Background: an optimization exercise with open tools, aiming at a short achievable clock period and few clock cycles. Do not read the settings as production practice.
Function was checked by simulation only, so behaviour that the tests miss may differ from the original.

File: flow/design.v
module pm2_cpu (
    input  wire        clk,
    input  wire        rst,           
    output reg         mem_req,
    output reg         mem_we,
    output reg         mem_word,
    output reg  [31:0] mem_addr,
    output reg  [31:0] mem_wdata,
    input  wire [31:0] mem_rdata,
    input  wire        mem_ready,
    output wire        halted
);
    localparam [7:0] OP_JMP  = 8'h08, OP_BEQ = 8'h10, OP_BNE = 8'h11,
                     OP_ADD  = 8'h58, OP_SUB = 8'h59, OP_MUL = 8'h5A,
                     OP_DIV  = 8'h5B, OP_AND = 8'h5C, OP_OR  = 8'h5D,
                     OP_XOR  = 8'h5E, OP_NOT = 8'h5F, OP_CMP = 8'h60,
                     OP_LD   = 8'h80, OP_LDB = 8'h81, OP_ST  = 8'h82,
                     OP_STB  = 8'h83, OP_LDC = 8'h90, OP_HALT = 8'hFF;
    localparam integer CAP = 14;           
    reg [8*CAP-1:0] q;         
    reg [CAP-1:0]   qv;        
    reg [31:0] ip;             
    reg [31:0] faddr;          
    reg        halt_r;
    reg        zf;
    reg [31:0] g [0:15];
    reg d_add, d_sub, d_and, d_or, d_xor, d_not, d_mul, d_div, d_cmp;
    reg d_ldc, d_ld, d_ldb, d_st, d_stb, d_jmp, d_beq, d_bne, d_halt;
    reg d_rrr, d_rr;
    reg w1, w3, w4, w5, w6;                 
    reg b1ok, b2ok, b3ok;                   
    reg tgt_lo;                             
    reg [1:0]  mst;
    reg [31:0] ma, mb;
    reg [31:0] mp0, mp1, mp2, mp3;
    reg [1:0]  dst;
    reg [31:0] da, dd;
    reg [33:0] dd3;
    reg [5:0]  dsh;
    reg        dlt, dz;
    reg [31:0] dr, dq;
    reg [4:0]  dcnt;
    assign halted = halt_r;
    wire [7:0] b1 = q[15:8];
    wire [7:0] b2 = q[23:16];
    wire [7:0] b3 = q[31:24];
    wire [7:0] b4 = q[39:32];
    wire [7:0] b5 = q[47:40];
    wire [31:0] imm = {b2, b3, b4, b5};
    wire [31:0] tgt = {b1, b2, b3, b4};
    wire regs_ok = b1ok && (!(d_rrr || d_rr) || b2ok) && (!d_rrr || b3ok);
    wire complete = (w1 && qv[0]) || (w3 && qv[2]) || (w4 && qv[3]) ||
                    (w5 && qv[4]) || (w6 && qv[5]);
    wire [31:0] rs1 = g[b2[3:0]];
    wire [31:0] rs2 = g[b3[3:0]];
    wire [31:0] ra  = g[b1[3:0]];
    wire [31:0] r_add = rs1 + rs2;
    wire [31:0] r_sub = rs1 - rs2;
    wire [31:0] r_and = rs1 & rs2;
    wire [31:0] r_or  = rs1 | rs2;
    wire [31:0] r_xor = rs1 ^ rs2;
    wire [31:0] r_not = ~rs1;
    wire [31:0] alu = ({32{d_add}} & r_add) | ({32{d_sub}} & r_sub) |
                      ({32{d_and}} & r_and) | ({32{d_or}}  & r_or)  |
                      ({32{d_xor}} & r_xor) | ({32{d_not}} & r_not);
    wire z_add = (r_xor == {r_or[30:0], 1'b0});
    wire z_sub = (rs1 == rs2);
    wire z_log = (((d_and ? r_and : 32'd0) | (d_or ? r_or : 32'd0) |
                   (d_xor ? r_xor : 32'd0) | (d_not ? r_not : 32'd0)) == 32'd0);
    wire z_alu = d_add ? z_add : d_sub ? z_sub : z_log;
    wire is_alu = d_add || d_sub || d_and || d_or || d_xor || d_not;
    wire taken   = (d_jmp && tgt_lo) || (d_beq && zf) || (d_bne && !zf);
    wire is_mem  = d_ld || d_ldb || d_st || d_stb;
    wire is_st   = d_st || d_stb;
    wire do_mem   = complete && is_mem && regs_ok;
    wire do_redir = complete && taken;
    wire room     = !qv[CAP-4];
    wire do_fetch = !halt_r && !do_mem && (do_redir || room);
    always @(*) begin
        mem_req   = do_mem || do_fetch;
        mem_we    = do_mem && is_st;
        mem_word  = !(do_mem && (d_ldb || d_stb));
        mem_addr  = do_mem ? imm : do_redir ? tgt : faddr;
        mem_wdata = ra;
    end
    wire [31:0] mprod = mp0 + {mp1[23:0], 8'd0} + {mp2[15:0], 16'd0} + {mp3[7:0], 24'd0};
    wire mul_go   = complete && d_mul && regs_ok;
    wire mul_last = (mst == 2'd2);
    function [5:0] clz32;
        input [31:0] x;
        integer k;
        begin
            clz32 = 6'd32;
            for (k = 0; k < 32; k = k + 1)
                if (x[k]) clz32 = 6'd31 - k[5:0];
        end
    endfunction
    wire [5:0] dn  = clz32(dd) - clz32(da) + 6'd1;       
    wire [5:0] dns = dn + {5'd0, dn[0]};                 
    wire [33:0] dx  = {dr, dq[31:30]};
    wire [34:0] dt1 = {1'b0, dx} - {3'b0, dd};
    wire [34:0] dt2 = {1'b0, dx} - {2'b0, dd, 1'b0};
    wire [34:0] dt3 = {1'b0, dx} - {1'b0, dd3};
    reg  [31:0] dr_n;
    reg  [1:0]  dbits;
    always @(*) begin
        if (!dt3[34])      begin dr_n = dt3[31:0]; dbits = 2'd3; end
        else if (!dt2[34]) begin dr_n = dt2[31:0]; dbits = 2'd2; end
        else if (!dt1[34]) begin dr_n = dt1[31:0]; dbits = 2'd1; end
        else               begin dr_n = dx[31:0];  dbits = 2'd0; end
    end
    wire div_go   = complete && d_div && regs_ok;
    wire div_wr   = (dst == 2'd3) && (dcnt == 5'd0);
    wire div_last = div_wr || ((dst == 2'd2) && dz);
    wire retire = complete && (
        (is_mem && regs_ok)  ? mem_ready :
        (d_mul && regs_ok)   ? mul_last :
        (d_div && regs_ok)   ? div_last :
        1'b1);
    wire fetch_x = do_fetch && mem_ready;
    wire [CAP:0] cnt_oh;           
    genvar j;
    generate
        for (j = 0; j <= CAP; j = j + 1) begin : g_oh
            if (j == 0)        assign cnt_oh[j] = !qv[0];
            else if (j == CAP) assign cnt_oh[j] = qv[CAP-1];
            else               assign cnt_oh[j] = qv[j-1] && !qv[j];
        end
    endgenerate
    reg [8*CAP-1:0] fq;
    reg [CAP-1:0]   fv;
    integer p, k;
    always @(*) begin
        for (p = 0; p < CAP; p = p + 1) begin
            fq[8*p +: 8] = qv[p] ? q[8*p +: 8] : 8'd0;
            fv[p] = qv[p];
            for (k = 0; k < 4; k = k + 1) begin
                if (p - k >= 0) begin
                    if (cnt_oh[p-k])
                        fq[8*p +: 8] = fq[8*p +: 8] | mem_rdata[31-8*k -: 8];
                    if (cnt_oh[p-k] && fetch_x)
                        fv[p] = 1'b1;
                end
            end
        end
    end
    wire s1 = retire && w1, s3 = retire && w3, s4 = retire && w4,
         s5 = retire && w5, s6 = retire && w6, s0 = !retire;
    reg [8*CAP-1:0] nq;
    reg [CAP-1:0]   nv;
    always @(*) begin
        for (p = 0; p < CAP; p = p + 1) begin
            nq[8*p +: 8] = ({8{s0}} & fq[8*p +: 8]) |
                           ({8{s1 && p+1 < CAP}} & fq[8*((p+1) % CAP) +: 8]) |
                           ({8{s3 && p+3 < CAP}} & fq[8*((p+3) % CAP) +: 8]) |
                           ({8{s4 && p+4 < CAP}} & fq[8*((p+4) % CAP) +: 8]) |
                           ({8{s5 && p+5 < CAP}} & fq[8*((p+5) % CAP) +: 8]) |
                           ({8{s6 && p+6 < CAP}} & fq[8*((p+6) % CAP) +: 8]);
            nv[p] = (s0 && fv[p]) ||
                    (s1 && p+1 < CAP && fv[(p+1) % CAP]) ||
                    (s3 && p+3 < CAP && fv[(p+3) % CAP]) ||
                    (s4 && p+4 < CAP && fv[(p+4) % CAP]) ||
                    (s5 && p+5 < CAP && fv[(p+5) % CAP]) ||
                    (s6 && p+6 < CAP && fv[(p+6) % CAP]);
        end
    end
    wire [8*CAP-1:0] rq = {{(8*CAP-32){1'b0}},
                           mem_rdata[7:0], mem_rdata[15:8], mem_rdata[23:16], mem_rdata[31:24]};
    wire [31:0] st_off = imm - ip;
    wire st_near = (st_off[31:5] == 27'd0) || (st_off[31:2] == 30'h3FFF_FFFF);
    wire flush = (complete && is_st && regs_ok && st_near && mem_ready) ||
                 (complete && (d_halt || (d_jmp && !tgt_lo)));
    wire [8*CAP-1:0] q_n  = do_redir ? rq : nq;
    wire [CAP-1:0]   qv_n = do_redir ? {{(CAP-4){1'b0}}, {4{mem_ready}}} :
                            flush ? {CAP{1'b0}} : nv;
    wire [7:0] op_n = q_n[7:0];
    wire n_add = (op_n == OP_ADD), n_sub = (op_n == OP_SUB), n_mul = (op_n == OP_MUL),
         n_div = (op_n == OP_DIV), n_and = (op_n == OP_AND), n_or  = (op_n == OP_OR),
         n_xor = (op_n == OP_XOR), n_not = (op_n == OP_NOT), n_cmp = (op_n == OP_CMP),
         n_ldc = (op_n == OP_LDC), n_ld  = (op_n == OP_LD),  n_ldb = (op_n == OP_LDB),
         n_st  = (op_n == OP_ST),  n_stb = (op_n == OP_STB), n_jmp = (op_n == OP_JMP),
         n_beq = (op_n == OP_BEQ), n_bne = (op_n == OP_BNE), n_halt = (op_n == OP_HALT);
    wire n_rrr = n_add || n_sub || n_mul || n_div || n_and || n_or || n_xor;
    wire n_rr  = n_not || n_cmp;
    wire n_ri  = n_ldc || n_ld || n_ldb || n_st || n_stb;
    wire n_t   = n_jmp || n_beq || n_bne;
    wire g_we = complete && regs_ok &&
                (is_alu || d_ldc || ((d_ld || d_ldb) && mem_ready) ||
                 (d_mul && mul_last) || div_wr);
    wire [31:0] g_other = d_ldc ? imm :
                          d_ld  ? mem_rdata :
                          d_ldb ? {24'd0, mem_rdata[7:0]} :
                          d_mul ? mprod : dq;
    wire [31:0] g_wd = is_alu ? alu : g_other;
    integer i;
    always @(posedge clk) begin
        if (rst) begin
            qv     <= {CAP{1'b0}};
            ip     <= 32'd0;
            faddr  <= 32'd0;
            halt_r <= 1'b0;
            zf     <= 1'b0;
            mst    <= 2'd0;
            dst    <= 2'd0;
            for (i = 0; i < 16; i = i + 1)
                g[i] <= 32'd0;
        end else begin
            qv <= qv_n;
            if (do_redir) begin
                ip    <= tgt;
                faddr <= tgt + (mem_ready ? 32'd4 : 32'd0);
            end else begin
                if (retire)
                    ip <= ip + {29'd0, w4 || w5 || w6, w6 || w3, w1 || w3 || w5};
                if (flush)
                    faddr <= ip + 32'd6;
                else if (fetch_x)
                    faddr <= faddr + 32'd4;
            end
            if (complete && (d_halt || (d_jmp && !tgt_lo)))
                halt_r <= 1'b1;
            if (g_we)
                g[b1[3:0]] <= g_wd;
            if (complete && regs_ok) begin
                if (is_alu)
                    zf <= z_alu;
                else if (d_cmp)
                    zf <= (ra == rs1);
                else if (d_mul && mul_last)
                    zf <= (mprod == 32'd0);
                else if (div_wr)
                    zf <= (dq == 32'd0);
            end
            if (mul_go)
                mst <= mul_last ? 2'd0 : mst + 2'd1;
            case (dst)
                2'd0: if (div_go) dst <= 2'd1;
                2'd1: dst <= 2'd2;
                2'd2: dst <= dz ? 2'd0 : 2'd3;
                default: if (dcnt == 5'd0) dst <= 2'd0;
            endcase
        end
        q <= q_n;
        d_add <= n_add; d_sub <= n_sub; d_mul <= n_mul; d_div <= n_div;
        d_and <= n_and; d_or  <= n_or;  d_xor <= n_xor; d_not <= n_not;
        d_cmp <= n_cmp; d_ldc <= n_ldc; d_ld  <= n_ld;  d_ldb <= n_ldb;
        d_st  <= n_st;  d_stb <= n_stb; d_jmp <= n_jmp; d_beq <= n_beq;
        d_bne <= n_bne; d_halt <= n_halt;
        d_rrr <= n_rrr; d_rr <= n_rr;
        w1 <= !(n_rrr || n_rr || n_ri || n_t);
        w3 <= n_rr; w4 <= n_rrr; w5 <= n_t; w6 <= n_ri;
        b1ok <= (q_n[15:12] == 4'd0);
        b2ok <= (q_n[23:20] == 4'd0);
        b3ok <= (q_n[31:28] == 4'd0);
        tgt_lo <= (q_n[15:8] == 8'd0);
        ma  <= rs1;
        mb  <= rs2;
        mp0 <= ma * {24'd0, mb[7:0]};
        mp1 <= ma * {24'd0, mb[15:8]};
        mp2 <= ma * {24'd0, mb[23:16]};
        mp3 <= ma * {24'd0, mb[31:24]};
        if (dst == 2'd0) begin
            da  <= rs1;
            dd  <= rs2;
        end
        if (dst == 2'd1) begin
            dd3 <= {2'b0, dd} + {1'b0, dd, 1'b0};
            dz  <= (dd == 32'd0);
            dlt <= (da < dd);
            dsh <= dns;
        end
        if (dst == 2'd2) begin
            dr   <= dlt ? 32'd0 : (da >> dsh);
            dq   <= dlt ? 32'd0 : (da << (6'd32 - dsh));
            dcnt <= dlt ? 5'd0 : dsh[5:1];
        end
        if (dst == 2'd3 && dcnt != 5'd0) begin
            dr   <= dr_n;
            dq   <= {dq[29:0], dbits};
            dcnt <= dcnt - 5'd1;
        end
    end
endmodule
File: flow/run.sh
#!/bin/bash
# synth_recipe.tcl (not shown) runs the flow's synth.tcl, then flattens the netlist and writes it again
# the make line also repeats each setting of config.mk as NAME=value (left out here)
make -C /OpenROAD-flow-scripts/flow DESIGN_CONFIG=/design/flow/config.mk WORK_HOME=/design/flow/orfs CLKGATE_MAP_FILE= SYNTH_SCRIPT=/design/flow/synth_recipe.tcl finish
File: flow/config.mk
export PLATFORM = sky130hd
export DESIGN_NAME = pm2_cpu
export DESIGN_NICKNAME = pm2_cpu
export VERILOG_FILES = /design/flow/design.v
export SDC_FILE = /design/flow/constraint.sdc
export NUM_CORES = 4
export LEC_CHECK = 0
export CAP_MARGIN = 20
export CORE_MARGIN = 2
export CORE_UTILIZATION = 40
export SETUP_SLACK_MARGIN = 5
export SLEW_MARGIN = 20
File: flow/constraint.sdc
create_clock -name core_clock -period 12.0 [get_ports {clk}]
set_input_delay 2.4000 -clock core_clock [delete_from_list [all_inputs] [get_ports {clk}]]
set_output_delay 2.4000 -clock core_clock [all_outputs]
set_load 0.01 [all_outputs]
==> flow_summary.json, run 1 <==
{
  "run_status": "timing/DRC/antenna clean",
  "syn_area_mm2": 0.0894,
  "fin_skew_ps": 63.5,
  "drive_gt1_frac": 0.119,
  "synthesis.instances": 9195,
  "wirelength_um": 342000,
  "worst-path-max-fanout": 69,
  "max_freq_ghz": 0.145,
  "antenna_found_initial": 11,
  "ant_nets": 0,
  "cts.sinks": 1053,
  "finalCriticalPeriod_ps": 6900,
  "worst_pin_slew_ps": 1190,
  "htreeDepth": 3,
  "grt_setup_unrepaired": "true",
  "cp.required_ps": 9600,
  "dieHeight_um": 477,
  "cp-start-kind": "register",
  "critPathKind": "reg2out",
  "fp-row-count": 173,
  "drt-initial-drc-count": 9942,
  "route.detailed.drc": 0,
  "start_util": 0.402,
  "grt_pass1_wl_um": 504000,
  "grt_remaining_overflow": 0,
  "fin_crit_sh": 0.575,
  "hold_violations": 0,
  "min_path_type": "reg2reg",
  "mostFrequentLayoutCells": "nor2_1, nand2_1, edfxtp_1",
  "place_area_mm2": 0.0934,
  "setup_tns_ps": 0,
  "clk_pin_slew_ps": 60,
  "worstSetupEndpointType": "output pin",
  "clk_latency_ps": 830,
  "stdcell_count": 12000,
  "cts_hold_buf": 0,
  "slew_headroom": 0.196,
  "ys_types": 94,
  "vias_per_cell": 6.38,
  "cts_buffers": 118,
  "io_buffers": 102,
  "drt_pass1_iterations": 10,
  "final_common_cell": "nor2_1",
  "synth-seq-area-share": 0.313,
  "final_cell_area_mm2": 0.0980,
  "finalSetupViolations": 0,
  "post_drt_wl_per_cell_um": 28.4,
  "num_io_pins": 103,
  "fp.dieW_um": 477,
  "place_hpwl_um": 239000,
  "synth-edff-count": 686,
  "grtUsageTotal": 0.293,
  "arrival_ps": 4500,
  "largestRegisters": "g x512, q x112, dd3 x34",
  "synthFlopType": "edfxtp_1",
  "synth_fp_nets": 10100,
  "ys_seq_elements": 1053,
  "grt_pass1_vias": 75700,
  "synthArstFlopShare": 0,
  "cts_max_path_buffers": 3,
  "dp.cells": 11800,
  "slew_viol_final": 0,
  "syn_to_final_growth_pct": 9.62,
  "syn_avg_cell_area_um2": 9.72,
  "place.gp.congestion": 0.980,
  "cts_root_buf": "clkbuf_16",
  "ys_warn_count": 1,
  "core_mm2": 0.222,
  "regMostFlops": "g",
  "startpoint": "q[9]",
  "nets": 9830,
  "vias": 76800,
  "largest_register_ffs": 512,
  "drv_cap": 0,
  "r2r-start": "q[25]",
  "die_area_mm2": 0.227,
  "grt_max_degree": 125,
  "min-delay-start": "halt_r",
  "cts_tree": "yes",
  "utilization": 0.441
}
## area by class of cell
class	instances	area (um^2)
fillers	21200	124000
multi-input cells	6871	56900
diodes	12	30.0
inverters	587	2200
repair buffers	317	2850
clock inverters	74	1010
well taps	2975	3720
flip-flops and latches	1053	28000
clock buffers	148	3260
## path summary, 6_finish.rpt
kind,endpoint,cells after the start,slack (ps)
setup / recovery,mem_wdata[25],5,5100
hold / removal,halt_r,2,480
setup reg to reg,g[1][29],18,5210
hold reg to reg,halt_r,2,480
## per-stage QoR
step	hold slack, ps	worst slack [ps]
after floorplan	463	5620
after global placement	456	4360
after detailed placement	472	4360
after CTS	481	5000
after global routing	517	4990
final	482	5100
## synth_stat cells, types with 15 or more instances
| cell type | instances | area [um^2] |
|---|---|---|
| nor2_1 | 1006 | 3780 |
| nand2_1 | 902 | 3390 |
| edfxtp_1 | 686 | 20600 |
| inv_1 | 585 | 2200 |
| clkbuf_1 | 563 | 2110 |
| mux4_2 | 490 | 11000 |
| a21oi_1 | 488 | 2440 |
| ha_1 | 480 | 6010 |
| dfxtp_1 | 367 | 7350 |
| fa_1 | 367 | 7350 |
| o21ai_0 | 334 | 1670 |
| xnor2_1 | 324 | 2840 |
| and2_1 | 263 | 1650 |
| a22oi_1 | 245 | 1840 |
| nand3_1 | 226 | 1130 |
| nor3_1 | 138 | 691 |
| xor2_1 | 124 | 1090 |
| a21o_1 | 102 | 766 |
| a222oi_1 | 101 | 1010 |
| a211oi_1 | 89 | 668 |
| nor4_1 | 84 | 526 |
| mux2i_1 | 82 | 821 |
| a31oi_1 | 80 | 500 |
| nor2b_1 | 77 | 482 |
| nand4_1 | 74 | 463 |
| buf_1 | 64 | 240 |
| o21bai_1 | 64 | 480 |
| and3_1 | 54 | 338 |
| nand2b_1 | 52 | 325 |
| buf_2 | 50 | 250 |
| o21a_1 | 50 | 375 |
| a311oi_1 | 48 | 420 |
| a221o_1 | 45 | 450 |
| a221oi_1 | 45 | 394 |
| o211ai_1 | 43 | 323 |
| or3_1 | 34 | 213 |
| a22o_1 | 30 | 263 |
| mux2_2 | 25 | 282 |
| a21boi_0 | 22 | 165 |
| o221ai_1 | 21 | 184 |
| o31ai_1 | 19 | 143 |
| o2111ai_1 | 18 | 158 |
| or2_2 | 17 | 106 |
| o22ai_1 | 15 | 93.8 |
## timing repair
item / in CTS / in global routing
buffers inserted: 1 / 4
setup endpoints to repair: 176 / 140
resized for setup: 8 / 10
pin swaps: 0 / 2
cloned: 1 / 0
## kinds of logic (layout without fill, tap and decap cells)
family,Yosys count,after routing,synth area share
AND/OR/NAND/NOR,2993,2993,0.153
AO/OA/AOI/OAI,1986,1986,0.151
buffers and inverters,1271,1126,0.0544
flip-flops,1053,1053,0.313
adder cells (fa/ha/maj),847,847,0.149
multiplexers,597,597,0.136
XOR/XNOR,448,448,0.0439
other,0,12,0
## layer usage
metal / vias up / global-route usage / routed length [um]
li1: 33100 / - / -
met5: - / 0 / 68
met4: 10 / 0.145 / 18900
met1: 38400 / 0.377 / 131000
met2: 4339 / 0.468 / 157000
met3: 922 / 0.0612 / 35000
## worst max-delay path, stage by stage (launching register included)
cell and delay (ps):
dfxtp_4 450, buf_4 880, buf_6 650, mux4_2 420
mux4_2 630, clkdlybuf4s50_1 540
Testbench counts, summed over its fixed seeds: cycles 44,255.
==> run 2, diff against run 1 <==
==> flow/flow/run.sh (new file) <==
#!/bin/bash
set -euo pipefail
bash standard.sh SETUP_SLACK_MARGIN=8 TNS_END_PERCENT=5 finish > make.log 2>&1
==> flow/standard.sh (new file) <==
#!/bin/bash
# synth_recipe.tcl (not shown) runs the flow's synth.tcl, then flattens the netlist and writes it again
# the make line also repeats each setting of config.mk as NAME=value (left out here)
make -C /OpenROAD-flow-scripts/flow DESIGN_CONFIG=/design/flow/config.mk WORK_HOME=/design/flow/orfs CLKGATE_MAP_FILE= SYNTH_SCRIPT=/design/flow/synth_recipe.tcl "${@:-finish}"
--- a/flow/config.mk
+++ b/flow/config.mk
@@ -9,4 +9,3 @@
 export CORE_MARGIN = 2
 export CORE_UTILIZATION = 40
-export SETUP_SLACK_MARGIN = 5
 export SLEW_MARGIN = 20
removed: flow/run.sh
==> run 2 against run 1 <==
Compared with the run above: still clean; setup slack better by 1200 ps; clock skew is 2.0 ps higher; final cell count is 3.2% higher; via count is 4.9% higher; critical path depth is 2 lower; die area stayed put; fmax is 21% higher; critical path type unchanged.
==> flow_summary.json, run 2 <==
{
  "io_buffers": 102,
  "drt-initial-drc-count": 11900,
  "fp-row-count": 173,
  "run_status": "timing/DRC/antenna clean",
  "synth_common_cells": "nor2_1, nand2_1, edfxtp_1",
  "cts_max_path_buffers": 3,
  "grt_setup_unrepaired": "true",
  "ys_warn_count": 1,
  "vias_per_cell": 6.48,
  "met2_length_um": 167000,
  "largestRegisters": "g x512, q x112, dd3 x34",
  "fin_crit_sh": 0.476,
  "synthFlopType": "edfxtp_1",
  "core_mm2": 0.222,
  "grt_pass1_vias": 78700,
  "yosysTopAreaCellShare": 0.230,
  "die_area_mm2": 0.227,
  "crit_path_end": "mem_wdata[6]",
  "num_io_pins": 103,
  "slew_viol_final": 0,
  "critPathKind": "reg2out",
  "vias": 80500,
  "regArea_mm2": 0.0281,
  "synthArstFlopShare": 0,
  "start_util": 0.402,
  "drt_pass1_iterations": 12,
  "cts.sinks": 1053,
  "ys_types": 94,
  "place.gp.congestion": 0.984,
  "grt_max_degree": 96,
  "hold_violations": 0,
  "min_path_type": "reg2reg",
  "clk_pin_slew_ps": 60,
  "largest_register_ffs": 512,
  "worst-path-max-fanout": 39,
  "r2r-end": "g[15][27]",
  "stdcell_count": 12400,
  "setup_tns_ps": 0,
  "wirelength_um": 375000,
  "drv_cap": 0,
  "syn_area_mm2": 0.0894,
  "cts_buffers": 118,
  "post_drt_wl_per_cell_um": 30.2,
  "slew_headroom": 0.208,
  "finalSetupViolations": 0,
  "worstSetupEndpointType": "output pin",
  "r2r_setup_slack_ps": 6350,
  "fin_skew_ps": 65.5,
  "arrival_ps": 3310,
  "r2r-start": "q[24]",
  "syn_to_final_growth_pct": 18.1,
  "ant_nets": 0,
  "worst_pin_slew_ps": 1180,
  "mostFrequentLayoutCells": "nor2_1, nand2_1, edfxtp_1",
  "route.detailed.drc": 0,
  "rr_worst_depth": 23,
  "grtUsageTotal": 0.313,
  "max_freq_ghz": 0.175,
  "multi_input_comb_area_mm2": 0.0588,
  "grt_pass1_wl_um": 535000,
  "yosysMostFrequentCell": "nor2_1",
  "synth-seq-area-share": 0.313,
  "cp-start-kind": "register",
  "nets": 10200,
  "clk_latency_ps": 830,
  "synth_fp_nets": 10100,
  "place_hpwl_um": 239000,
  "cp.required_ps": 9600,
  "final_common_cell": "nor2_1",
  "syn_avg_cell_area_um2": 9.72,
  "synthesis.instances": 9195,
  "hold_ws_ps": 498,
  "dieHeight_um": 477,
  "fillers": 20300,
  "regMostFlops": "g",
  "synth_area_leader_cell": "edfxtp_1",
  "synth-edff-count": 686,
  "finalCriticalPeriod_ps": 5710,
  "cts_tree": "yes",
  "startpoint": "q[11]",
  "maxUsedRoutingLayer": "met5",
  "htreeDepth": 3,
  "antenna_found_initial": 25,
  "wl_met1_um": 139000,
  "cts_root_buf": "clkbuf_16",
  "dp.cells": 11800,
  "ys_top_cells_by_area": "edfxtp_1, mux4_2, dfxtp_1, fa_1, ha_1",
  "wl_met3_um": 44700,
  "drive_gt1_frac": 0.185,
  "grt_remaining_overflow": 0,
  "fp.dieW_um": 477,
  "ys_seq_elements": 1053
}
run 2: cell counts after synthesis:
Identical to the previous run, type by type.
run 2: per-layer routing:
layer,up-vias,global-route usage
met1,40100,0.401
li1,33900,-
met2,5358,0.491
met3,1162,0.0686
met5,-,0
met4,16,0.177
run 2: through the flow:
step           setup slack (ps)  instance area (um^2)   util
3_5_place_dp               4690                 93500  0.421
3_3_place_gp               4710                 93400  0.420
5_1_grt                    6250                106000  0.475
4_1_cts                    6350                102000  0.460
2_1_floorplan              6710                 89800      -
6_report                   6290                106000  0.475
run 2: repair_timing:
| item | 4_1_cts | 5_1_grt |
|---|---|---|
| setup buffers | 190 | 148 |
| hold buffers | 0 | 0 |
| gates resized for setup | 470 | 308 |
| setup endpoints to repair | 1372 | 1358 |
| cloned | 49 | 24 |
| pin swaps | 37 | 126 |
run 2: cells by family (layout without fill, tap and decap cells):
logic type / Yosys count / in the layout / share of synthesized area
simple gates: 2993 / 2995 / 0.153
compound gates: 1986 / 1987 / 0.151
buf+inv: 1271 / 1510 / 0.0544
flops: 1053 / 1053 / 0.313
fa+ha+maj: 847 / 847 / 0.149
mux: 597 / 597 / 0.136
xor+xnor: 448 / 448 / 0.0439
other cells: 0 / 9 / 0
run 2: worst max-delay path: stages (launching register included):
cell and delay [ps]:
dfxtp_2 510, buf_4 800, mux4_2 580, clkdlybuf4s50_1 610
run 2: layout make-up:
type                            count  area share
Inverter                          587      0.0209
Sequential cell                  1053       0.266
Antenna cell                        9    0.000213
Multi-Input combinational cell   6874       0.557
Tap cell                         2975      0.0353
Timing Repair Buffer              701      0.0807
Clock buffer                      139      0.0294
Clock inverter                     83      0.0106
run 2: how the worst min path moves through the flow:
stage,from,endpoint,slack [ps],depth (start not counted)
2_1_floorplan,q[14],ip[30],460,2
3_5_place_dp,halt_r,halt_r,490,2
5_1_grt,halt_r,halt_r,530,2
4_1_cts,halt_r,halt_r,500,2
6_report,halt_r,halt_r,500,2
3_3_place_gp,halt_r,halt_r,490,2

-- separate check: timing with driven ports --
The flow's constraints put no driver on any port. The routed layouts listed below were extracted and timed again, unchanged, in two steps.
Step 1 (the two cells are an assumption about what drives the block):
set clk [get_ports {clk}]
set_driving_cell -lib_cell sky130_fd_sc_hd__clkbuf_16 $clk
set_driving_cell -lib_cell sky130_fd_sc_hd__buf_2 [delete_from_list [all_inputs] $clk]
Step 2 adds t to the input delays and takes it off the output delays; t is the mean of the earliest and latest rising clock arrival at the registers after step 1. Input paths then give back, and output paths get back, about the clock's delay inside the block.
Slacks: no drivers / after step 1 / after step 2; pairs: no drivers / after step 1.
run	t (ns)	setup slack, ns	worst hold slack (ns)	worst slew at a driven data input, ns
run 1	0.875	5.105 / 5.028 / 4.855	0.482 / 0.482 / 0.482	0.05
run 2	0.883	6.289 / 6.204 / 5.526	0.498 / 0.498 / 0.498	0.07
After both steps setup and hold are still met in every run listed. For run 2, which loses most, drivers alone change the setup slack by -0.085 ns; drivers and shift together by -0.763 ns.
